This is an optimization exercise on Yosys and OpenROAD, whose aim is small area, a short achievable clock period and few clock cycles, not a production implementation. Only simulation tests tie the RTL to the original design; equivalence was not proved.

rev 12:
==> flow/design.v <==
module eddy_urlenc (
    input  wire          clk,
    input  wire          rst,            
    input  wire          start,
    input  wire [6:0]    in_len,         
    input  wire [1015:0] txt_in,         
    output reg           busy,
    output reg           done,
    output reg           err,
    output reg  [2:0]    err_code,
    output wire [4:0]    out_len,        
    output wire [135:0]  out_buf         
);
    localparam [2:0] E_INVALID_ARG = 3'd1,
                     E_LENGTH      = 3'd4,
                     E_SCHEME      = 3'd5;
    localparam NT = 107;                 
    localparam W  = 21;                  
    reg        ok;
    reg [4:0]  len_r;
    reg [135:0] buf_r;
    assign out_len = len_r & {5{ok}};
    assign out_buf = buf_r & {136{ok}};
    reg [6:0]  dd;         
    reg [6:0]  rr;         
    reg [16:1] go;         
    wire [95:0] head = txt_in[95:0];
    wire m_https_www = (in_len >= 7'd12) && (head[95:0] == {".www//:sptth"});
    wire m_http_www  = (in_len >= 7'd11) && (head[87:0] == {".www//:ptth"});
    wire m_https     = (in_len >= 7'd8)  && (head[63:0] == {"//:sptth"});
    wire m_http      = (in_len >= 7'd7)  && (head[55:0] == {"//:ptth"});
    wire       m_any = m_https_www | m_http_www | m_https | m_http;
    wire       s_f   = (head[39:32] == "s");
    wire       w_f   = s_f ? (in_len >= 7'd12) && (head[95:64] == {".www"})
                           : (in_len >= 7'd11) && (head[87:56] == {".www"});
    wire [1:0] pfx   = {~w_f, s_f};
    wire [2:0] st7   = {w_f, 1'b0, s_f};
    wire [6:0] cd  = busy ? dd : {4'd0, st7};
    wire [16:0] geo = busy ? {go, 1'b0} : 17'h1ffff;
    wire [6:0] rem = busy ? rr :
                     in_len - 7'd7 - {4'd0, st7};
    wire [8*(NT+96+W)-1:0] s7 = {{(8*(96+W)){1'b0}}, txt_in[8*7 +: 8*NT]};
    reg  [8*(W+31)-1:0] s5;
    reg  [8*(W+7)-1:0]  s3;
    wire [8*(W+5)-1:0]  s1 = cd[1] ? s3[8*2 +: 8*(W+5)] : s3[0 +: 8*(W+5)];
    reg  [8*W-1:0]      win;
    always @(*) begin
        case (cd[6:5])
            2'd0: s5 = s7[0     +: 8*(W+31)];
            2'd1: s5 = s7[8*32  +: 8*(W+31)];
            2'd2: s5 = s7[8*64  +: 8*(W+31)];
            default: s5 = s7[8*96 +: 8*(W+31)];
        endcase
        case (cd[4:3])
            2'd0: s3 = s5[0     +: 8*(W+7)];
            2'd1: s3 = s5[8*8   +: 8*(W+7)];
            2'd2: s3 = s5[8*16  +: 8*(W+7)];
            default: s3 = s5[8*24 +: 8*(W+7)];
        endcase
        case ({cd[2], cd[0]})
            2'd0: win = s1[0     +: 8*W];
            2'd1: win = s1[8     +: 8*W];
            2'd2: win = s1[8*4   +: 8*W];
            default: win = s1[8*5 +: 8*W];
        endcase
    end
    function [7:0] wc(input integer k);
        wc = win[8*k +: 8];
    endfunction
    reg [21:0] vld;
    reg [16:0] inv;
    reg [15:0] hit;
    reg [15:0] cov, hg;
    reg [15:0] endm;         
    reg [3:0]  code [0:15];
    reg [2:0]  slen [0:15];
    reg [7:0]  sym  [0:15];
    reg [W-1:0] h2, h6, h7;
    reg [15:0]  lo [0:W-1];
    reg [W-1:0] c_dot, c_sl, c_b, c_c, c_d, c_e, c_f, c_g, c_i, c_m, c_n, c_o,
                c_r, c_t, c_u, c_v, c_z;
    reg         m_com, m_org, m_edu, m_net, m_biz, m_gov, b3, binfo, sl3, slinfo;
    reg [2:0]   base;
    integer     j;
    always @(*) begin
        for (j = 0; j < 22; j = j + 1)
            vld[j] = busy ? (rr > j) :
                     w_f ? (s_f ? (in_len > j + 12) : (in_len > j + 11))
                         : (s_f ? (in_len > j + 8)  : (in_len > j + 7));
        for (j = 0; j < W; j = j + 1) begin
            h2[j] = vld[j] && win[8*j+4 +: 4] == 4'h2;
            h6[j] = vld[j] && win[8*j+4 +: 4] == 4'h6;
            h7[j] = vld[j] && win[8*j+4 +: 4] == 4'h7;
            lo[j] = 16'd1 << win[8*j +: 4];
            c_dot[j] = h2[j] & lo[j][14];
            c_sl[j]  = h2[j] & lo[j][15];
            c_b[j]   = h6[j] & lo[j][2];
            c_c[j]   = h6[j] & lo[j][3];
            c_d[j]   = h6[j] & lo[j][4];
            c_e[j]   = h6[j] & lo[j][5];
            c_f[j]   = h6[j] & lo[j][6];
            c_g[j]   = h6[j] & lo[j][7];
            c_i[j]   = h6[j] & lo[j][9];
            c_m[j]   = h6[j] & lo[j][13];
            c_n[j]   = h6[j] & lo[j][14];
            c_o[j]   = h6[j] & lo[j][15];
            c_r[j]   = h7[j] & lo[j][2];
            c_t[j]   = h7[j] & lo[j][4];
            c_u[j]   = h7[j] & lo[j][5];
            c_v[j]   = h7[j] & lo[j][6];
            c_z[j]   = h7[j] & lo[j][10];
        end
        for (j = 0; j <= 16; j = j + 1)
            inv[j] = (wc(j) < 8'd14);
        for (j = 0; j < 16; j = j + 1) begin
            m_com  = c_c[j+1] & c_o[j+2] & c_m[j+3];
            m_org  = c_o[j+1] & c_r[j+2] & c_g[j+3];
            m_edu  = c_e[j+1] & c_d[j+2] & c_u[j+3];
            m_net  = c_n[j+1] & c_e[j+2] & c_t[j+3];
            m_biz  = c_b[j+1] & c_i[j+2] & c_z[j+3];
            m_gov  = c_g[j+1] & c_o[j+2] & c_v[j+3];
            binfo  = c_i[j+1] & c_n[j+2] & c_f[j+3] & c_o[j+4];
            b3     = m_com | m_org | m_edu | m_net | m_biz | m_gov;
            base   = {m_biz | m_gov, m_edu | m_net | m_gov, m_org | m_net | m_biz};
            sl3    = c_sl[j+4];
            slinfo = c_sl[j+5];
            hit[j] = c_dot[j] & (b3 | binfo);
            if (binfo) begin
                code[j] = slinfo ? 4'd4 : 4'd11;
                slen[j] = slinfo ? 3'd6 : 3'd5;
                endm[j] = slinfo ? !vld[j+6] : !vld[j+5];
            end else begin
                code[j] = sl3 ? {1'b0, base} : {1'b0, base} + 4'd7;
                slen[j] = sl3 ? 3'd5 : 3'd4;
                endm[j] = sl3 ? !vld[j+5] : !vld[j+4];
            end
        end
        hg = hit & geo[15:0];
        for (j = 0; j < 16; j = j + 1) begin
            cov[j] = (j >= 1 && hg[j-1]) || (j >= 2 && hg[j-2]) || (j >= 3 && hg[j-3]) ||
                     (j >= 4 && hg[j-4] && slen[j-4] >= 3'd5) ||
                     (j >= 5 && hg[j-5] && slen[j-5] == 3'd6);
            sym[j] = hit[j] ? {4'd0, code[j]} : (vld[j] && !cov[j]) ? wc(j) : 8'd0;
        end
    end
    reg  [15:0] cand;        
    reg  [16:0] pre;         
    reg  [16:0] lit;         
    reg  [15:0] first;       
    reg  [16:1] go_nxt;
    reg  [2:0]  lp;          
    reg  [4:0]  p2;          
    reg         found, e_inv, fin_m;
    always @(*) begin
        cand = hit & geo[15:0];
        for (j = 0; j < 16; j = j + 1)
            pre[j] = ~|(cand & ~(16'hfffe << j));
        pre[16] = pre[15];
        found = ~pre[15];
        first[0] = cand[0];
        for (j = 1; j < 16; j = j + 1)
            first[j] = cand[j] & pre[j-1];
        lit = geo & pre & vld;
        e_inv = |(lit & inv);
        for (j = 1; j <= 16; j = j + 1)
            go_nxt[j] = ~pre[j-1];
        lp = 3'd0;
        p2 = 5'd0;
        fin_m = 1'b0;
        for (j = 0; j < 16; j = j + 1)
            if (first[j]) begin
                lp = slen[j];
                p2 = j + 2;
                fin_m = endm[j];
            end
    end
    wire e_len = !found && !e_inv && vld[16];
    wire fin   = found ? fin_m : !vld[16];
    wire [6:0] dd3 = cd + 7'd3, dd4 = cd + 7'd4, dd5 = cd + 7'd5;
    wire [6:0] rr3 = rem - 7'd3, rr4 = rem - 7'd4, rr5 = rem - 7'd5;
    reg  [6:0] dd_nxt, rr_nxt;
    always @(*) begin
        dd_nxt = ({7{lp == 3'd4}} & dd3) | ({7{lp == 3'd5}} & dd4) | ({7{lp == 3'd6}} & dd5);
        rr_nxt = ({7{lp == 3'd4}} & rr3) | ({7{lp == 3'd5}} & rr4) | ({7{lp == 3'd6}} & rr5);
    end
    reg [127:0] body_nxt;
    integer b;
    always @(*) begin
        for (b = 0; b < 16; b = b + 1)
            body_nxt[8*b +: 8] = geo[b] ? sym[b] : buf_r[8 + 8*b +: 8];
    end
    task fail(input [2:0] code);
        begin
            ok       <= 1'b0;
            err      <= 1'b1;
            err_code <= code;
            done     <= 1'b1;
            busy     <= 1'b0;
        end
    endtask
    always @(posedge clk) begin
        if (rst) begin
            busy     <= 1'b0;
            done     <= 1'b0;
            ok       <= 1'b0;
            err      <= 1'b0;
            err_code <= 3'd0;
            dd       <= 7'd0;
            rr       <= 7'd0;
            go       <= 16'd0;
        end else begin
            done <= 1'b0;
            if (busy || start) begin
                if (!busy) buf_r[7:0] <= {6'd0, pfx};
                buf_r[135:8] <= body_nxt;
                len_r <= found ? p2 : rem[4:0] + 5'd1;
                if (!busy && in_len == 7'd0) fail(E_INVALID_ARG);
                else if (!busy && !m_any) fail(E_SCHEME);
                else if (e_inv) fail(E_INVALID_ARG);
                else if (e_len) fail(E_LENGTH);
                else begin
                    dd <= dd_nxt;
                    rr <= rr_nxt;
                    go <= go_nxt;
                    if (fin) begin
                        ok       <= 1'b1;
                        err      <= 1'b0;
                        err_code <= 3'd0;
                        done     <= 1'b1;
                        busy     <= 1'b0;
                    end else begin
                        busy     <= 1'b1;
                    end
                end
            end
        end
    end
endmodule
Settings: LEC_CHECK=0, ABC_AREA=1, CAP_MARGIN=30, CORE_MARGIN=2, CORE_UTILIZATION=20, GPL_TIMING_DRIVEN=0, SETUP_SLACK_MARGIN=3.0, SLEW_MARGIN=30; clock period 10.0 ns.
standard.sh (not shown) runs the stock make flow with config.mk's settings and CLKGATE_MAP_FILE= SYNTH_SCRIPT=/design/flow/synth_recipe.tcl, a recipe that flattens the netlist after the stock synthesis.
==> flow/flow/run.sh <==
#!/bin/bash
# The standard layout, except that the ports are buffered with buf_1 rather
# than the resizer's default choice (a slow, larger delay cell); repair then
# sizes the port buffers as timing needs. The layout's full output goes to
# standard_flow.log here, ORFS's own logs to orfs/logs.
set -euo pipefail
here=$(pwd)
export BUFFER_PORTS_ARGS="-buffer_cell sky130_fd_sc_hd__buf_1"
bash "$here/standard.sh" > "$here/standard_flow.log" 2>&1
Rev 12 reached the final stage; the timing, DRC and antenna checks on its layout passed.
Testbench counts of rev 12, summed over its fixed seeds: cycles 2,090.
> inputs changed (rev 12 -> rev 13)
- swapping 3.0 for 2.0 in SETUP_SLACK_MARGIN
Notes after the runs:
- The final layout from rev 13, which completed every stage, passed the timing, DRC and antenna checks at the end of the flow.
- ~same met3 global-route usage in rev 12 and rev 13
- Between rev 12 and rev 13, the layout-stage area growth over the synthesis result is lower for rev 13.
- In rev 13, sequential fraction of total cell area is higher than in rev 12.
- Rev 12 has higher number of iterations in the first detailed-routing pass than rev 13.
- Post-route fraction of the period consumed by the critical path on rev 13 is up relative to rev 12.
- Relative to rev 12, the met2 wire length of rev 13 is lower by about 0.37%.
- As far as number of enable flip-flop cells after synthesis goes, rev 12 and rev 13 are indistinguishable; the numbers are identical.
- Of rev 12 and rev 13, rev 13 shows the lower total length of routed wires, with rev 12 above it.

[static timing again, ports no longer ideal]
Ports are ideal in the flow. The routed layouts listed here were re-timed in OpenROAD. Step 1, drivers: a clkbuf_16 drives clk and a buf_2 each remaining input, both assumed. Step 2 times the ports against the registers' clock, not the clock port: input delays grow and output delays shrink by t, the midpoint of the rising clock arrivals with the driver on. a / b / c = no drivers / after step 1 / after step 2; a / b = the first two.
run	shift t [ns]	setup WS [ns]	hold WS [ns]
rev 12	0.606	1.969 / 1.969 / 1.540	0.470 / 0.470 / 0.470
rev 13	0.601	1.493 / 1.493 / 0.962	0.466 / 0.466 / 0.466
After both steps setup and hold are still met in every run listed. For rev 13, which loses most, drivers alone change the setup slack by 0.000 ns; drivers and shift together by -0.531 ns.
